Source: an optimization exercise on an open RTL-to-GDS flow (aim: small area, a short achievable clock period and few clock cycles). Production flows keep margins and buffers that such runs may drop. In this exercise RTL edits were held to simulation tests only and were not proved equivalent to the original. Power and IR drop assume default switching activity.

==> flow/design.v (excerpt) <==
module via_block (
    input  wire        clk,
    input  wire        rst,
    input  wire        cmd_valid,
    output reg         cmd_ready,
    input  wire [2:0]  cmd_op,       
    input  wire        cmd_unit,     
    input  wire        cmd_debug,    
    input  wire [3:0]  cmd_reg,
    input  wire [31:0] cmd_data,     
    input  wire        i2c_sda_in,   
    input  wire        ser_atn,
    input  wire        ser_clk,
    input  wire        ser_data,
    input  wire [3:0]  joy_data,     
    output reg         rsp_valid,
    output reg  [7:0]  rsp_rdata,
    output reg         rsp_i2c_step,
    output wire        irq1,
    output wire        irq2,
    output wire        pb7_1,
    output wire        pb7_2,
    output reg         i2c_sda_out,
    output reg         i2c_scl_out,
    output reg         joy_latch,
    output reg         joy_clk
);
For scale: ~71 I/O pins.
clock: 10.0 ns
lec_check: 0
cap_margin: 20
core_margin: 2
core_utilization: 65
cts_cluster_diameter: 100
cts_cluster_size: 20
place_density: 0.75
slew_margin: 20
standard.sh (not shown) runs the stock make flow with config.mk's settings and CLKGATE_MAP_FILE= SYNTH_SCRIPT=/design/flow/synth_recipe.tcl, a recipe that flattens the netlist after the stock synthesis.
==> flow/flow/run.sh <==
#!/bin/bash
set -euo pipefail

sed -e 's/ "\${@:-finish}"$/ SETUP_SLACK_MARGIN=6.1 '"'"'BUFFER_PORTS_ARGS=-buffer_cell sky130_fd_sc_hd__buf_2'"'"' "${@:-finish}"/' \
    -e '/^if \[\[ -f /,/^fi$/d' standard.sh > standard_margin.sh
grep -q "SETUP_SLACK_MARGIN=6.1 'BUFFER_PORTS_ARGS=-buffer_cell sky130_fd_sc_hd__buf_2' " standard_margin.sh
! grep -q "write_def" standard_margin.sh

# ORFS (yosys, openroad, klayout) via make; each step also logs under orfs/logs
bash standard_margin.sh finish > make.log 2>&1

# final DEF, as standard.sh writes it
RESULTS=orfs/results/${FLOW_PLATFORM}/via_block/base
: # left out here: write the final layout as DEF
The starting point went through all stages and came out clean.
Testbench counts at the start, summed over its fixed seeds: cycles 18,760.
Change:
--- a/flow/design.v
+++ b/flow/design.v
@@ -96,22 +96,23 @@
     output reg  [16:0] c1,          
     output reg  [16:0] c2,
     output reg         t1_run,
     output reg         t2_run,
     output reg         pb7,
     output reg  [31:0] pulses,
     output reg  [7:0]  rdata,
-    output reg         irq
+    output wire        irq
 );
     reg [15:0] t2_latch;
     reg [7:0]  sr;
     reg [7:0]  pcr;
     reg [6:5]  ifr_t;       
     reg [6:0]  ier;
     wire [6:0] ifr = {ifr_t, 5'd0};
+    assign irq = |(ifr & ier);
     always @(*) begin
         case (reg_idx)
             4'd0:  rdata = orb;
             4'd1:  rdata = ora;
             4'd2:  rdata = ddrb;
             4'd3:  rdata = ddra;
             4'd4:  rdata = 8'd0;           
@@ -129,22 +130,26 @@
         endcase
     end
     wire rd_se = rd & ~debug;     
     wire [15:0] wsel = wr ? (16'd1 << reg_idx) : 16'd0;
     always @(posedge clk) begin
         if (rst | mreset) begin
             orb <= 8'd0; ora <= 8'd0; ddrb <= 8'd0; ddra <= 8'd0;
-            acr <= 8'd0; pcr <= 8'd0;
+            acr <= 8'd0; pcr <= 8'd0; ier <= 7'd0;
         end else begin
             if (wsel[0])              orb  <= wdata;
             if (wsel[1] | wsel[15])   ora  <= wdata;
             if (wsel[2])              ddrb <= wdata;
             if (wsel[3])              ddra <= wdata;
             if (wsel[11])             acr  <= wdata;
             if (wsel[12])             pcr  <= wdata;
+            if (wsel[14]) begin
+                if (wdata[7]) ier <= ier | wdata[6:0];
+                else          ier <= ier & ~wdata[6:0];
+            end
         end
     end
     always @(posedge clk) begin
         if (rst) begin
             sr <= 8'd0; t1_latch <= 16'd0; t2_latch <= 16'd0;
         end else begin
             if (wsel[10])             sr <= wdata;
@@ -195,28 +200,27 @@
     end
     always @(posedge clk) begin
         if (rst | mreset | step_clr)
             pulses <= 32'd0;
         else if (pulse)
             pulses <= pulses + 32'd1;
     end
-    wire [6:0] ier_n = (rst | mreset) ? 7'd0 :
-                       wsel[14] ? (wdata[7] ? (ier | wdata[6:0]) : (ier & ~wdata[6:0])) : ier;
-    wire ifr6_n = (rst | mreset)                 ? 1'b0 :
-                  (eng_t1_we & eng_ifr6)         ? 1'b1 :
-                  ((rd_se & reg_idx == 4'd4) | wsel[5] | wsel[7] | (wsel[13] & wdata[6])) ? 1'b0 :
-                  ifr_t[6];
-    wire ifr5_n = (rst | mreset)                 ? 1'b0 :
-                  (eng_t2_we & eng_ifr5)         ? 1'b1 :
-                  ((rd_se & reg_idx == 4'd8) | wsel[9] | (wsel[13] & wdata[5])) ? 1'b0 :
-                  ifr_t[5];
-    always @(posedge clk) begin
-        ier   <= ier_n;
-        ifr_t <= {ifr6_n, ifr5_n};
-        irq   <= (ifr6_n & ier_n[6]) | (ifr5_n & ier_n[5]);
+    always @(posedge clk) begin
+        if (rst | mreset) begin
+            ifr_t <= 2'b00;
+        end else begin
+            if ((eng_t1_we & eng_ifr6))
+                ifr_t[6] <= 1'b1;
+            else if ((rd_se & reg_idx == 4'd4) | wsel[5] | wsel[7] | (wsel[13] & wdata[6]))
+                ifr_t[6] <= 1'b0;
+            if ((eng_t2_we & eng_ifr5))
+                ifr_t[5] <= 1'b1;
+            else if ((rd_se & reg_idx == 4'd8) | wsel[9] | (wsel[13] & wdata[5]))
+                ifr_t[5] <= 1'b0;
+        end
     end
 endmodule
 module via_block (
     input  wire        clk,
     input  wire        rst,
     input  wire        cmd_valid,
     output reg         cmd_ready,
@@ -279,15 +283,15 @@
         end else if (accept) begin
             e_valid <= 1'b1;
         end else if (go) begin
             e_valid <= 1'b0;
         end
     end
     always @(posedge clk) begin
-        if (cmd_ready) begin
+        if (accept) begin
             e_op    <= cmd_op;
             e_unit  <= cmd_unit;
             if (cmd_op == OP_STEP) e_sunit <= cmd_unit;
             e_debug <= cmd_debug;
             e_reg   <= cmd_reg;
             e_data  <= cmd_data;
             e_sda   <= i2c_sda_in;
The new run went through all stages and came out clean.
Via count came out higher slightly.
Non-clock buffer count rises by 15.
First-iteration DRC count grows by a few percent.
Combinational power shrinks by a few percent.
Routed wire length went up by a few percent.
Cell area grows slightly.
Area after synthesis grows slightly.
Count of clock-buffer cells in the layout does not change.
Sequential power stays flat.
Final cell count went up slightly.
Clock skew is about the same.
Testbench counts after the change, summed over its fixed seeds: cycles 18,760.

== main ==
Another version of the RTL of via_block (not shown whole).
For scale: ~480 flip-flops, roughly 71 I/O pins, about 32,000 µm² of cells after synthesis.
==> module seq_div, before the edit <==
module seq_div (
    input  wire        clk,
    input  wire        load,
    input  wire        run,
    input  wire [31:0] dividend,
    input  wire [16:0] divisor,
    output wire        done,
    output reg  [16:0] rem,
    output reg  [16:0] p,
    output reg         q_lsb,
    output reg  [31:0] num         
);
    reg [5:0]  count;    
    wire [16:0] r = rem;
    wire [28:0] ge;
    genvar i;
    generate
        for (i = 0; i < 29; i = i + 1) begin : g_ge
            if (i < 16) assign ge[i] = ~|p[16:i+1];
            else        assign ge[i] = 1'b1;
        end
    endgenerate
    wire [28:0] wide12 = {r, num[31:20]};
    wire        skip12 = (count >= 6'd12) && ~|(wide12 & ge);
    wire [20:0] wide   = {r, num[31:28]};
    wire        skip4  = (count >= 6'd4) && ~|(wide & ge[20:0]);
    wire [17:0] sh1  = {r, num[31]};
    wire [17:0] df1  = sh1 - {1'b0, p};
    wire        f1   = ~df1[17];
    wire [16:0] r1   = f1 ? df1[16:0] : sh1[16:0];
    wire [17:0] sh2  = {r1, num[30]};
    wire [17:0] df2  = sh2 - {1'b0, p};
    wire        f2   = ~df2[17];
    wire [16:0] r2   = f2 ? df2[16:0] : sh2[16:0];
    reg  [31:0] num_n;
    reg  [16:0] rem_n;
    reg  [5:0]  count_n;
    reg         q_n;
    always @(*) begin
        if (skip12) begin
            num_n = {num[19:0], 12'd0}; rem_n = wide12[16:0]; count_n = count - 6'd12; q_n = 1'b0;
        end else if (skip4) begin
            num_n = {num[27:0], 4'd0};  rem_n = wide[16:0]; count_n = count - 6'd4;  q_n = 1'b0;
        end else begin
            num_n = {num[29:0], 2'b00}; rem_n = r2;         count_n = count - 6'd2;  q_n = f2;
        end
    end
    assign done = run && count_n == 6'd0;
    always @(posedge clk) begin
        if (load) begin
            num   <= dividend;
            rem   <= 17'd0;
            p     <= divisor;
            count <= 6'd32;
        end else if (run) begin
            num   <= num_n;
            rem   <= rem_n;
            count <= count_n;
            q_lsb <= q_n;
        end
    end
endmodule
make LEC_CHECK=0 CAP_MARGIN=20 CORE_MARGIN=2 CORE_UTILIZATION=55 CTS_CLUSTER_DIAMETER=100 CTS_CLUSTER_SIZE=20 PLACE_DENSITY=0.7 SETUP_SLACK_MARGIN=5 SLEW_MARGIN=20 finish   # period 10.0 ns
run.sh (not shown) runs the stock make flow with config.mk's settings and CLKGATE_MAP_FILE= SYNTH_SCRIPT=/design/flow/synth_recipe.tcl, a recipe that flattens the netlist after the stock synthesis.
Stock flow here: none of the scripts above is used.
Testbench counts of main, summed over its fixed seeds: cycles 18,760.
Modified inputs, the feature branch compared to main
diff --git a/flow/design.v b/flow/design.v
--- a/flow/design.v
+++ b/flow/design.v
@@ -20,6 +20,7 @@
             else        assign ge[i] = 1'b1;
         end
     endgenerate
+    wire        skip16 = count[5] && ~|r && ~|num[31:16];
     wire [28:0] wide12 = {r, num[31:20]};
     wire        skip12 = (count >= 6'd12) && ~|(wide12 & ge);
     wire [20:0] wide   = {r, num[31:28]};
@@ -37,7 +38,9 @@
     reg  [5:0]  count_n;
     reg         q_n;
     always @(*) begin
-        if (skip12) begin
+        if (skip16) begin
+            num_n = {num[15:0], 16'd0}; rem_n = r;          count_n = count - 6'd16; q_n = 1'b0;
+        end else if (skip12) begin
             num_n = {num[19:0], 12'd0}; rem_n = wide12[16:0]; count_n = count - 6'd12; q_n = 1'b0;
         end else if (skip4) begin
             num_n = {num[27:0], 4'd0};  rem_n = wide[16:0]; count_n = count - 6'd4;  q_n = 1'b0;
==> comparison <==
The lower total power of main and the feature branch is in main. The feature branch vs. main: synthesis-to-layout area growth shows a reduction of 0.96 points; fraction of area in clock buffers and inverters now sits lower; proportion of cell area occupied by multi-input gates +1.0 points. Termination of the worst setup path: divider.rem[10] -> main, divider.rem[0] -> the feature branch. In the feature branch, fraction of met1 tracks used by global routing is lower than in main. Sequential-cell power consumption across main and the feature branch: no real change. The lower global-route total usage across every layer of main and the feature branch is in main. Higher fmax goes to the feature branch over main.
Testbench counts of the feature branch, summed over its fixed seeds: cycles 18,703.

re-timing with driven ports:
The flow's constraints put no driver on any port. The routed layouts listed below were extracted and timed again, unchanged, in two steps. Step 1, drivers: a clkbuf_16 drives clk and a buf_2 each remaining input, both assumed. Step 2 times the ports against the registers' clock, not the clock port: input delays grow and output delays shrink by t, the midpoint of the rising clock arrivals with the driver on. a / b / c = no drivers / after step 1 / after step 2; a / b = the first two.
run	t (ns)	slack for setup (ns)	latest minus earliest clock arrival (ns)	pins driven straight from the clock port
the first run of note 1	0.684	6.064 / 6.064 / 5.742	0.035 / 0.034	1
the second run of note 1	0.690	6.191 / 6.191 / 5.673	0.035 / 0.036	1
main	0.679	4.966 / 4.966 / 4.966	0.023 / 0.023	1
the feature branch	0.677	4.987 / 4.987 / 4.987	0.061 / 0.061	1
After both steps every run listed still meets setup and hold. For the second run of note 1, which loses most, drivers alone change the setup slack by 0.000 ns; drivers and shift together by -0.518 ns.
